What follows belongs to an exercise in optimizing a design on an open flow for small area, a short achievable clock period and few clock cycles; a production flow would make more cautious choices.
Function was checked by simulation only, so behaviour that the tests miss may differ from the original.
Power figures rest on the tool's default switching activity, not on a simulated workload.

==> build 74 <==
==> flow/design.v (excerpt) <==
module aec_dec (
    input  wire        clk,
    input  wire        rst,           
    input  wire        start,         
    input  wire        preset_sel,    
    input  wire [15:0] in_len,        
    input  wire [19:0] in_bits,       
    input  wire [15:0] out_cap,       
    output wire [15:0] in_addr,
    input  wire [7:0]  in_rdata,
    output wire [15:0] out_raddr,
    input  wire [7:0]  out_rdata,
    output reg         out_we,
    output wire [15:0] out_waddr,
    output reg  [7:0]  out_wdata,
    output reg         busy,
    output reg         done,
    output wire        complete,
    output reg  [2:0]  stop_reason,
    output wire [15:0] out_len,
    output wire [19:0] out_bits
);
==> flow/config.mk <==
export PLATFORM = sky130hd
export DESIGN_NAME = aec_dec
export DESIGN_NICKNAME = aec_dec
export VERILOG_FILES = /design/flow/design.v
export SDC_FILE = /design/flow/constraint.sdc
export NUM_CORES = 4
export LEC_CHECK = 0
export CAP_MARGIN = 20
export CORE_MARGIN = 2
export CORE_UTILIZATION = 40
export SETUP_SLACK_MARGIN = 5
export SLEW_MARGIN = 20
==> flow/constraint.sdc <==
create_clock -name core_clock -period 10.0 [get_ports {clk}]
set_input_delay 2.0000 -clock core_clock [delete_from_list [all_inputs] [get_ports {clk}]]
set_output_delay 2.0000 -clock core_clock [all_outputs]
set_load 0.01 [all_outputs]
run.sh (not shown) runs the stock make flow with config.mk's settings and CLKGATE_MAP_FILE= SYNTH_SCRIPT=/design/flow/synth_recipe.tcl, a recipe that flattens the netlist after the stock synthesis.
==> trial 52 (differences from build 74) <==
--- a/flow/design.v
+++ b/flow/design.v
@@ -43,14 +43,13 @@
         M_UNI    = 5'd16,   
         M_DLT2   = 5'd17,   
         M_UTF    = 5'd18,   
         M_SEQ    = 5'd19,   
         M_FIN    = 5'd20,   
         M_DF     = 5'd21,   
-        M_RPT    = 5'd22,   
-        M_UTF0   = 5'd23;   
+        M_RPT    = 5'd22;   
     localparam [2:0] P_DM = 3'd0, P_DD = 3'd1, P_RPT = 3'd2, P_HEX = 3'd3,
                      P_BIN = 3'd4, P_TREM = 3'd5;
     function [8:0] vdec;
         input [7:0] c;
         begin
             casez (c)
@@ -362,26 +361,12 @@
     wire [3:0] v0l = V0[3:0];
     wire [4:0] v1i = V1[8:4];
     wire [5:0] v1l4 = vlen4(W[27:20]);
     wire       v0z = (W[31:30] == 2'b00);
     wire       v1z = (W[27:26] == 2'b00);
     wire       v1one = (W[27:25] == 3'b010);
-    reg [4:0] nib_k;
-    always @* begin
-        casez (W[25:21])
-        5'b00???: nib_k = 5'd8;
-        5'b010??: nib_k = 5'd9;
-        5'b0110?: nib_k = 5'd10;
-        5'b01110: nib_k = 5'd11;
-        5'b01111: nib_k = 5'd11;
-        5'b10???: nib_k = 5'd8;
-        5'b110??: nib_k = 5'd9;
-        5'b1110?: nib_k = 5'd10;
-        default:  nib_k = 5'd11;
-        endcase
-    end
     reg  [2:0]  cs_s;
     reg  [15:0] cs_f;
     reg  [4:0]  cs_n;
     always @* begin
         casez (W[31:28])
         4'b0???: begin cs_s = 3'd0; cs_f = {14'd0, W[30:29]}; cs_n = 5'd3;  end
@@ -482,13 +467,13 @@
             end else begin
                 casez (W[29:27])
                 3'b00?: need = (cs == CS_NUM || all_upper) ? 6'd4 :
                                !v1z ? v1l4 :
                                (W[25:24] == 2'b11) ? 6'd9 : 6'd8;
                 3'b01?: need = v1l4;
-                3'b10?: need = !v1z ? v1l4 : {1'b0, nib_k};
+                3'b10?: need = v1z ? 6'd6 : v1l4;
                 default: need = 6'd5;
                 endcase
             end
         end
         M_SYMV, M_NUMV, M_P1SH: begin rd = 1'b1; need = {2'b00, v0l}; end
         M_NIBSEL: begin
@@ -516,20 +501,18 @@
         M_DF:   begin rd = 1'b1; need = 6'd21; end
         M_BYTE: begin rd = 1'b1; need = 6'd8; end
         M_TCH:  begin rd = 1'b1; need = {3'b000, tpw}; end
         default: ;
         endcase
         case (mode)
-        M_TOK:    nhi = (cs != CS_DELTA) ? (preset ? 6'd8 : 6'd12) :
-                        (ds_s != 3'd5) ? {1'b0, ds_n} : 6'd10;
+        M_TOK:    nhi = (cs == CS_DELTA) ? 6'd21 : preset ? 6'd8 : 6'd12;
         M_SYMV, M_NUMV, M_P1SH, M_BYTE: nhi = 6'd8;
         M_NIBSEL: nhi = 6'd5;
         M_TSEL, M_NIB: nhi = 6'd4;
-        M_CNT:    nhi = {1'b0, cs_n};
-        M_UNI:    nhi = {1'b0, ds_n};
-        M_DF:     nhi = 6'd21;
+        M_CNT:    nhi = 6'd20;
+        M_UNI, M_DF: nhi = 6'd21;
         M_TCH:    nhi = {3'b000, tpw};
         default:  nhi = 6'd0;
         endcase
         stall = rd && !eos && !wth[nhi];
         trunc = rd && eos && !wth[need];
         if (mode == M_TOK)
@@ -659,30 +642,13 @@
                             sq <= sym_sq(v1i); si <= 2'd1; mode <= M_SEQ;
                         end else
                             c_en = 1'b1;
                     end
                     3'b10?: begin
                         if (v1z) begin
-                            k = nib_k;
-                            casez (W[25:21])
-                            5'b0????: begin
-                                cpur <= P_TREM; mode <= M_CNT;
-                                casez (W[24:21])
-                                4'b0???: tsel <= 3'd0;
-                                4'b10??: tsel <= 3'd1;
-                                4'b110?: tsel <= 3'd2;
-                                4'b1110: tsel <= 3'd3;
-                                default: tsel <= 3'd4;
-                                endcase
-                            end
-                            5'b10???: begin hex_upper <= 1'b0; cpur <= P_HEX; mode <= M_CNT; end
-                            5'b110??: begin hex_upper <= 1'b0; is_guid <= 1'b1; tk <= 5'd0; mode <= M_NIB; end
-                            5'b1110?: begin hex_upper <= 1'b1; cpur <= P_HEX; mode <= M_CNT; end
-                            5'b11110: begin hex_upper <= 1'b1; is_guid <= 1'b1; tk <= 5'd0; mode <= M_NIB; end
-                            default:  begin cpur <= P_BIN; mode <= M_CNT; end
-                            endcase
+                            k = 5'd6; mode <= M_NIBSEL;
                         end else begin
                             k = v1l4[4:0];
                             e_en = le22(v1i) || is_fq(v1i);
                             e_b  = num_char(v1i);
                             if (le22(v1i)) begin
                                 if (is_digit(v1i)) cs <= CS_NUM;
@@ -878,30 +844,24 @@
             end
             M_DLT2: begin
                 if (cp_bad) begin
                     x_en = 1'b1; x_reason = SR_RSVD;
                 end else begin
                     prev_cp <= cp;
-                    mode <= M_UTF0;
-                    if (cp[20:7] == 14'd0)       ei <= 2'd0;
-                    else if (cp[20:11] == 10'd0) ei <= 2'd1;
-                    else if (cp[20:16] == 5'd0)  ei <= 2'd2;
-                    else                         ei <= 2'd3;
+                    e_en = 1'b1;
+                    if (cp[20:7] == 14'd0) begin
+                        e_b = {1'b0, cp[6:0]}; c_en = 1'b1;
+                    end else if (cp[20:11] == 10'd0) begin
+                        e_b = {3'b110, cp[10:6]}; ei <= 2'd0; mode <= M_UTF;
+                    end else if (cp[20:16] == 5'd0) begin
+                        e_b = {4'b1110, cp[15:12]}; ei <= 2'd1; mode <= M_UTF;
+                    end else begin
+                        e_b = {5'b11110, cp[20:18]}; ei <= 2'd2; mode <= M_UTF;
+                    end
                 end
             end
-            M_UTF0: begin
-                e_en = 1'b1;
-                case (ei)
-                2'd0:    begin e_b = {1'b0, prev_cp[6:0]}; c_en = 1'b1; end
-                2'd1:    e_b = {3'b110, prev_cp[10:6]};
-                2'd2:    e_b = {4'b1110, prev_cp[15:12]};
-                default: e_b = {5'b11110, prev_cp[20:18]};
-                endcase
-                ei <= ei - 2'd1;
-                mode <= M_UTF;
-            end
             M_UTF: begin
                 e_en = 1'b1;
                 case (ei)
                 2'd0:    e_b = {2'b10, prev_cp[5:0]};
                 2'd1:    e_b = {2'b10, prev_cp[11:6]};
                 default: e_b = {2'b10, prev_cp[17:12]};
==> run notes <==
- Build 74 ran to the end with no violations. Trial 52 completed without violations.
- In build 74 the non-clock buffer count is higher than in trial 52, by 2.
- Sequential share of layout area: trial 52 is lower than build 74 (0.24 points).
- In clock power, build 74 and trial 52 hardly differ.
- Of trial 52 and build 74, trial 52 has the higher core utilization (gap 0.39 points).
- Of build 74 and trial 52, trial 52 has the higher register-to-register slack (gap 0.12 ns).
- In build 74 the maximum frequency is smaller than in trial 52, by about 2.3%.
- Against trial 52, the synthesized cell count of build 74 is smaller by 2.0%.
- Between trial 52 and build 74, the lower final area is in build 74 (gap about 1.1%, measured against build 74).
Testbench counts of build 74, summed over its fixed seeds: cycles 79,130.
Testbench counts of trial 52, summed over its fixed seeds: cycles 78,683.

==> run H: inputs <==
aec_dec, a different RTL version from the one above (not shown whole).
Settings: LEC_CHECK=0, CAP_MARGIN=20, CORE_MARGIN=2, CORE_UTILIZATION=55, SETUP_SLACK_MARGIN=5, SLEW_MARGIN=20, TNS_END_PERCENT=5; clock period 10.0 ns.
==> run E (differences from run H) <==
--- a/flow/config.mk
+++ b/flow/config.mk
@@ -9,5 +9,4 @@
 export CORE_MARGIN = 2
-export CORE_UTILIZATION = 55
+export CORE_UTILIZATION = 40
 export SETUP_SLACK_MARGIN = 5
 export SLEW_MARGIN = 20
-export TNS_END_PERCENT = 5
==> run notes <==
In run E the fmax is larger than in run H, by about 2.4%. Against run E, the setup slack of run H is lower by 0.12 ns. Of run E and run H, run E has the higher count of clock-buffer cells in the layout (gap 1). Power: run E is higher than run H (3.6%). Area after synthesis is the same in run E and run H. Against run H, the clock power of run E is higher by about 4%.
==> figures <==
item                                                             run E        run H
Overall die width                                               280 um       240 um
Number of cells in the finished layout apart from fillers         5285         5033
Outcome                                       timing/DRC/antenna clean  timing/DRC/antenna clean
Power dissipated in the clock network                          1.39 mW      1.34 mW
Metal2 WL                                                      61.6 mm      55.9 mm
Pin count of the biggest net entering global routing                48           51
Final wirelength                                                143 mm       135 mm
Number of nets in the layout                                      4545         4522
Post-route design area                                     37200 sq um  36100 sq um
Global-route wire length before repair                          207 mm       197 mm
Minimum clock period                                           5.04 ns      5.16 ns
Worst slack, placed                                            3.32 ns      3.62 ns
CTS resizes                                                        209          168
Testbench counts of run H, summed over its fixed seeds: cycles 77,123.
Testbench counts of run E, summed over its fixed seeds: cycles 77,123.

==> inputs of nickel <==
RTL: one of the versions met above, not the one the previous note started from.
## aec_dec
module aec_dec (
    input  wire        clk,
    input  wire        rst,           
    input  wire        start,         
    input  wire        preset_sel,    
    input  wire [15:0] in_len,        
    input  wire [19:0] in_bits,       
    input  wire [15:0] out_cap,       
    output wire [15:0] in_addr,
    input  wire [7:0]  in_rdata,
    output wire [15:0] out_raddr,
    input  wire [7:0]  out_rdata,
    output reg         out_we,
    output wire [15:0] out_waddr,
    output reg  [7:0]  out_wdata,
    output reg         busy,
    output reg         done,
    output wire        complete,
    output reg  [2:0]  stop_reason,
    output wire [15:0] out_len,
    output wire [19:0] out_bits
);
clock: 10.0 ns
lec_check: 0
cap_margin: 20
core_margin: 2
core_utilization: 55
setup_slack_margin: 5
slew_margin: 20
tns_end_percent: 5
==> inputs of juniper, as changes to nickel <==
--- a/flow/design.v
+++ b/flow/design.v
@@ -314,13 +314,14 @@
     reg [39:0] WW;          
     wire [31:0] W = WW[39:8];
     reg [5:0]  wv;          
     reg [19:0] rb;          
     reg [15:0] fa;          
     reg        pend;        
-    reg [2:0]  pad;         
+    reg [19:0] pos_r;       
+    reg [5:0]  kq;          
     reg [19:0] tok;         
     reg [15:0] olen;        
     reg [15:0] wp;          
     reg [15:0] room;        
     reg        cpend;       
     reg [2:0]  cpur;        
@@ -336,14 +337,13 @@
     reg [1:0]  si;
     reg        hex_upper;
     reg        is_guid;
     reg [2:0]  tsel;
     reg [4:0]  tk;
     reg [7:0]  tch;         
-    wire [6:0]  wsub = {1'b0, wv} + {4'd0, pad} + {2'b00, pend, 3'b000};
-    wire [19:0] pos  = {1'b0, fa, 3'b000} - {13'd0, wsub};
+    wire [19:0] pos = pos_r + {14'd0, kq};    
     assign in_addr   = busy ? fa : 16'd0;
     assign out_raddr = src;
     assign out_len   = olen;
     assign out_waddr = wp;
     assign out_bits  = tok;
     assign complete  = (stop_reason == SR_TERM);
@@ -523,13 +523,14 @@
                 if (start) begin
                     preset      <= preset_sel;
                     rb          <= (in_bits < {1'b0, in_len, 3'b000}) ? in_bits
                                                                      : {1'b0, in_len, 3'b000};
                     room        <= out_cap;
                     cpend       <= 1'b0;
-                    pad         <= 3'd0;
+                    pos_r       <= 20'd0;
+                    kq          <= 6'd0;
                     tok         <= 20'd0;
                     olen        <= 16'd0;
                     wp          <= 16'd0;
                     cs          <= CS_ALPHA;
                     all_upper   <= 1'b0;
                     prev_cp     <= 21'd0;
@@ -900,24 +901,24 @@
             out_wdata <= e_b;
         if (out_we && mode != M_IDLE)
             room <= room - 16'd1;
         ab = !pend ? 4'd0 : (rb[19:3] != 17'd0) ? 4'd8 : {1'b0, rb[2:0]};
         wt = WW;
         if (ab != 4'd0) wt = WW | ({in_rdata, 32'd0} >> wv);    
-        take = pend ? (!wth[25] && (rb[19:4] != 16'd0 || (rb[3] && rb[2:0] != 3'd0)))
-                    : (!wth[33] && !eos);
+        take = pend ? !wth[25] : !wth[33];
         if (mode == M_IDLE) begin
             WW   <= 40'd0;
             wv   <= 6'd0;
             fa   <= start ? 16'd1 : 16'd0;
             pend <= start;
         end else begin
             WW    <= wt << k;
             wv    <= wv + {2'b00, ab} - {1'b0, k};
             rb    <= rb - {16'd0, ab};
-            if (pend && !ab[3]) pad <= 3'd0 - ab[2:0];
+            pos_r <= pos;
+            kq    <= {1'b0, k};
             fa    <= fa + {15'd0, take};
             pend  <= take;
         end
         if (x_en) begin
             busy        <= 1'b0;
             done        <= 1'b1;
- CORE_UTILIZATION: 55 -> 40
- SETUP_SLACK_MARGIN: 5 -> unset
- TNS_END_PERCENT: 5 -> unset
==> inputs of fjord, as changes to nickel <==
--- a/flow/design.v
+++ b/flow/design.v
@@ -314,13 +314,14 @@
     reg [39:0] WW;          
     wire [31:0] W = WW[39:8];
     reg [5:0]  wv;          
     reg [19:0] rb;          
     reg [15:0] fa;          
     reg        pend;        
-    reg [2:0]  pad;         
+    reg [19:0] pos_r;       
+    reg [5:0]  kq;          
     reg [19:0] tok;         
     reg [15:0] olen;        
     reg [15:0] wp;          
     reg [15:0] room;        
     reg        cpend;       
     reg [2:0]  cpur;        
@@ -336,14 +337,13 @@
     reg [1:0]  si;
     reg        hex_upper;
     reg        is_guid;
     reg [2:0]  tsel;
     reg [4:0]  tk;
     reg [7:0]  tch;         
-    wire [6:0]  wsub = {1'b0, wv} + {4'd0, pad} + {2'b00, pend, 3'b000};
-    wire [19:0] pos  = {1'b0, fa, 3'b000} - {13'd0, wsub};
+    wire [19:0] pos = pos_r + {14'd0, kq};    
     assign in_addr   = busy ? fa : 16'd0;
     assign out_raddr = src;
     assign out_len   = olen;
     assign out_waddr = wp;
     assign out_bits  = tok;
     assign complete  = (stop_reason == SR_TERM);
@@ -523,13 +523,14 @@
                 if (start) begin
                     preset      <= preset_sel;
                     rb          <= (in_bits < {1'b0, in_len, 3'b000}) ? in_bits
                                                                      : {1'b0, in_len, 3'b000};
                     room        <= out_cap;
                     cpend       <= 1'b0;
-                    pad         <= 3'd0;
+                    pos_r       <= 20'd0;
+                    kq          <= 6'd0;
                     tok         <= 20'd0;
                     olen        <= 16'd0;
                     wp          <= 16'd0;
                     cs          <= CS_ALPHA;
                     all_upper   <= 1'b0;
                     prev_cp     <= 21'd0;
@@ -900,24 +901,24 @@
             out_wdata <= e_b;
         if (out_we && mode != M_IDLE)
             room <= room - 16'd1;
         ab = !pend ? 4'd0 : (rb[19:3] != 17'd0) ? 4'd8 : {1'b0, rb[2:0]};
         wt = WW;
         if (ab != 4'd0) wt = WW | ({in_rdata, 32'd0} >> wv);    
-        take = pend ? (!wth[25] && (rb[19:4] != 16'd0 || (rb[3] && rb[2:0] != 3'd0)))
-                    : (!wth[33] && !eos);
+        take = pend ? !wth[25] : !wth[33];
         if (mode == M_IDLE) begin
             WW   <= 40'd0;
             wv   <= 6'd0;
             fa   <= start ? 16'd1 : 16'd0;
             pend <= start;
         end else begin
             WW    <= wt << k;
             wv    <= wv + {2'b00, ab} - {1'b0, k};
             rb    <= rb - {16'd0, ab};
-            if (pend && !ab[3]) pad <= 3'd0 - ab[2:0];
+            pos_r <= pos;
+            kq    <= {1'b0, k};
             fa    <= fa + {15'd0, take};
             pend  <= take;
         end
         if (x_en) begin
             busy        <= 1'b0;
             done        <= 1'b1;
- CORE_UTILIZATION: 55 -> 40
- TNS_END_PERCENT: 5 -> unset
==> inputs of pepper, as changes to nickel <==
--- a/flow/design.v
+++ b/flow/design.v
@@ -361,12 +361,26 @@
     wire [3:0] v0l = V0[3:0];
     wire [4:0] v1i = V1[8:4];
     wire [5:0] v1l4 = vlen4(W[27:20]);
     wire       v0z = (W[31:30] == 2'b00);
     wire       v1z = (W[27:26] == 2'b00);
     wire       v1one = (W[27:25] == 3'b010);
+    reg [4:0] nib_k;
+    always @* begin
+        casez (W[25:21])
+        5'b00???: nib_k = 5'd8;
+        5'b010??: nib_k = 5'd9;
+        5'b0110?: nib_k = 5'd10;
+        5'b01110: nib_k = 5'd11;
+        5'b01111: nib_k = 5'd11;
+        5'b10???: nib_k = 5'd8;
+        5'b110??: nib_k = 5'd9;
+        5'b1110?: nib_k = 5'd10;
+        default:  nib_k = 5'd11;
+        endcase
+    end
     reg  [2:0]  cs_s;
     reg  [15:0] cs_f;
     reg  [4:0]  cs_n;
     always @* begin
         casez (W[31:28])
         4'b0???: begin cs_s = 3'd0; cs_f = {14'd0, W[30:29]}; cs_n = 5'd3;  end
@@ -467,13 +481,13 @@
             end else begin
                 casez (W[29:27])
                 3'b00?: need = (cs == CS_NUM || all_upper) ? 6'd4 :
                                !v1z ? v1l4 :
                                (W[25:24] == 2'b11) ? 6'd9 : 6'd8;
                 3'b01?: need = v1l4;
-                3'b10?: need = v1z ? 6'd6 : v1l4;
+                3'b10?: need = !v1z ? v1l4 : {1'b0, nib_k};
                 default: need = 6'd5;
                 endcase
             end
         end
         M_SYMV, M_NUMV, M_P1SH: begin rd = 1'b1; need = {2'b00, v0l}; end
         M_NIBSEL: begin
@@ -501,18 +515,20 @@
         M_DF:   begin rd = 1'b1; need = 6'd21; end
         M_BYTE: begin rd = 1'b1; need = 6'd8; end
         M_TCH:  begin rd = 1'b1; need = {3'b000, tpw}; end
         default: ;
         endcase
         case (mode)
-        M_TOK:    nhi = (cs == CS_DELTA) ? 6'd21 : preset ? 6'd8 : 6'd12;
+        M_TOK:    nhi = (cs != CS_DELTA) ? (preset ? 6'd8 : 6'd12) :
+                        (ds_s != 3'd5) ? {1'b0, ds_n} : 6'd10;
         M_SYMV, M_NUMV, M_P1SH, M_BYTE: nhi = 6'd8;
         M_NIBSEL: nhi = 6'd5;
         M_TSEL, M_NIB: nhi = 6'd4;
-        M_CNT:    nhi = 6'd20;
-        M_UNI, M_DF: nhi = 6'd21;
+        M_CNT:    nhi = {1'b0, cs_n};
+        M_UNI:    nhi = {1'b0, ds_n};
+        M_DF:     nhi = 6'd21;
         M_TCH:    nhi = {3'b000, tpw};
         default:  nhi = 6'd0;
         endcase
         stall = rd && !eos && !wth[nhi];
         trunc = rd && eos && !wth[need];
         if (mode == M_TOK)
@@ -642,13 +658,30 @@
                             sq <= sym_sq(v1i); si <= 2'd1; mode <= M_SEQ;
                         end else
                             c_en = 1'b1;
                     end
                     3'b10?: begin
                         if (v1z) begin
-                            k = 5'd6; mode <= M_NIBSEL;
+                            k = nib_k;
+                            casez (W[25:21])
+                            5'b0????: begin
+                                cpur <= P_TREM; mode <= M_CNT;
+                                casez (W[24:21])
+                                4'b0???: tsel <= 3'd0;
+                                4'b10??: tsel <= 3'd1;
+                                4'b110?: tsel <= 3'd2;
+                                4'b1110: tsel <= 3'd3;
+                                default: tsel <= 3'd4;
+                                endcase
+                            end
+                            5'b10???: begin hex_upper <= 1'b0; cpur <= P_HEX; mode <= M_CNT; end
+                            5'b110??: begin hex_upper <= 1'b0; is_guid <= 1'b1; tk <= 5'd0; mode <= M_NIB; end
+                            5'b1110?: begin hex_upper <= 1'b1; cpur <= P_HEX; mode <= M_CNT; end
+                            5'b11110: begin hex_upper <= 1'b1; is_guid <= 1'b1; tk <= 5'd0; mode <= M_NIB; end
+                            default:  begin cpur <= P_BIN; mode <= M_CNT; end
+                            endcase
                         end else begin
                             k = v1l4[4:0];
                             e_en = le22(v1i) || is_fq(v1i);
                             e_b  = num_char(v1i);
                             if (le22(v1i)) begin
                                 if (is_digit(v1i)) cs <= CS_NUM;
- CORE_UTILIZATION: 55 -> 40
- TNS_END_PERCENT: 5 -> unset
==> qor summary <==
item                                                                     nickel         juniper           fjord          pepper
Worst Reg2Reg Path Length in Cells                                           16              21              21              21
Startpoint of the worst setup timing path                           in_rdata[6]          WW[32]           dsign        dstep[0]
Worst reg2reg path endpoint                                        out_wdata[4]  stop_reason[1]    out_wdata[1]           cpend
Minimum period implied by the final worst setup slack                   5.19 ns         7.02 ns         5.00 ns         5.44 ns
Final cell count without fillers                                           4854            5037            5158            5066
Result of the run                                                finished clean  finished clean  finished clean  finished clean
Total die area                                                        56600 um2       78700 um2       78700 um2       76700 um2
Required time worst endpoint                                           10.50 ns        10.43 ns        10.42 ns        10.46 ns
Placed insts                                                               4677            4960            4959            4879
Resized Gates After CTS                                                     202               0             209             188
Max-Slew Margin vs Limit                                                  23.2%           19.3%           22.1%           25.6%
Number of gates on the worst path with buffers counted                       15              21              21              21
Detail-routed via count per cell                                           7.37            6.55            6.58            6.59
Drt initial violations                                                     6679            5016            4835            4664
Clock latency (worst-skew pair)                                         0.59 ns         0.61 ns         0.60 ns         0.61 ns
Net Switching                                                         0.00691 W       0.00563 W       0.00685 W       0.00593 W
Vias in the first global route                                            33200           30500           31200           30700
Pin count of the biggest net entering global routing                         60              62              63              50
Synthesized netlist cell count                                             4015            3990            3990            3938
Multi-In Gates                                                             3284            3257            3260            3204
Final standard cell area without fillers                              35800 um2       34500 um2       37300 um2       36400 um2
Worst Setup Slack, final                                                4.81 ns         2.98 ns         5.00 ns         4.56 ns
Clk slew on worst S/H paths                                             0.06 ns         0.07 ns         0.06 ns         0.06 ns
Routed wl met2                                                         58800 um        55700 um        59900 um        58300 um
Proportion of netlist area held by the largest area contributor           15.6%           17.8%           17.8%           15.7%
Fraction of standard cell area that is sequential                         19.8%           22.6%           20.9%           19.5%
Testbench counts of nickel, summed over its fixed seeds: cycles 78,683.
Testbench counts of juniper, summed over its fixed seeds: cycles 78,683.
Testbench counts of fjord, summed over its fixed seeds: cycles 78,683.
Testbench counts of pepper, summed over its fixed seeds: cycles 77,123.

static timing again, ports no longer ideal:
The results above use ideal ports. As a check the final layouts listed here were re-extracted and re-timed, cells and wires unchanged. Step 1: set_driving_cell puts a clkbuf_16 on clk and a buf_2 on each other input, an assumption about the parent block. Step 2 adds t to the input delays and takes it off the output delays; t is the mean of the earliest and latest rising clock arrival at the registers after step 1. Input paths then give back, and output paths get back, about the clock's delay inside the block. Slacks: no drivers / after step 1 / after step 2; pairs: no drivers / after step 1.
| run | t, ns | slack for setup (ns) | latest minus earliest clock arrival (ns) | cell pins on the clock port's net |
|---|---|---|---|---|
| build 74 | 0.641 | 4.933 / 4.933 / 4.368 | 0.052 / 0.051 | 1 |
| trial 52 | 0.643 | 5.051 / 5.051 / 4.432 | 0.028 / 0.028 | 1 |
| run H | 0.636 | 4.837 / 4.837 / 4.507 | 0.024 / 0.024 | 1 |
| run E | 0.643 | 4.960 / 4.960 / 4.570 | 0.041 / 0.041 | 1 |
| nickel | 0.631 | 4.812 / 4.797 / 4.166 | 0.025 / 0.026 | 1 |
| juniper | 0.661 | 2.980 / 2.980 / 2.980 | 0.037 / 0.037 | 1 |
| fjord | 0.659 | 4.999 / 4.999 / 4.383 | 0.018 / 0.019 | 1 |
| pepper | 0.647 | 4.562 / 4.562 / 4.388 | 0.061 / 0.061 | 1 |
After both steps every run listed still meets setup and hold. For nickel, which loses most, drivers alone change the setup slack by -0.015 ns; drivers and shift together by -0.646 ns.
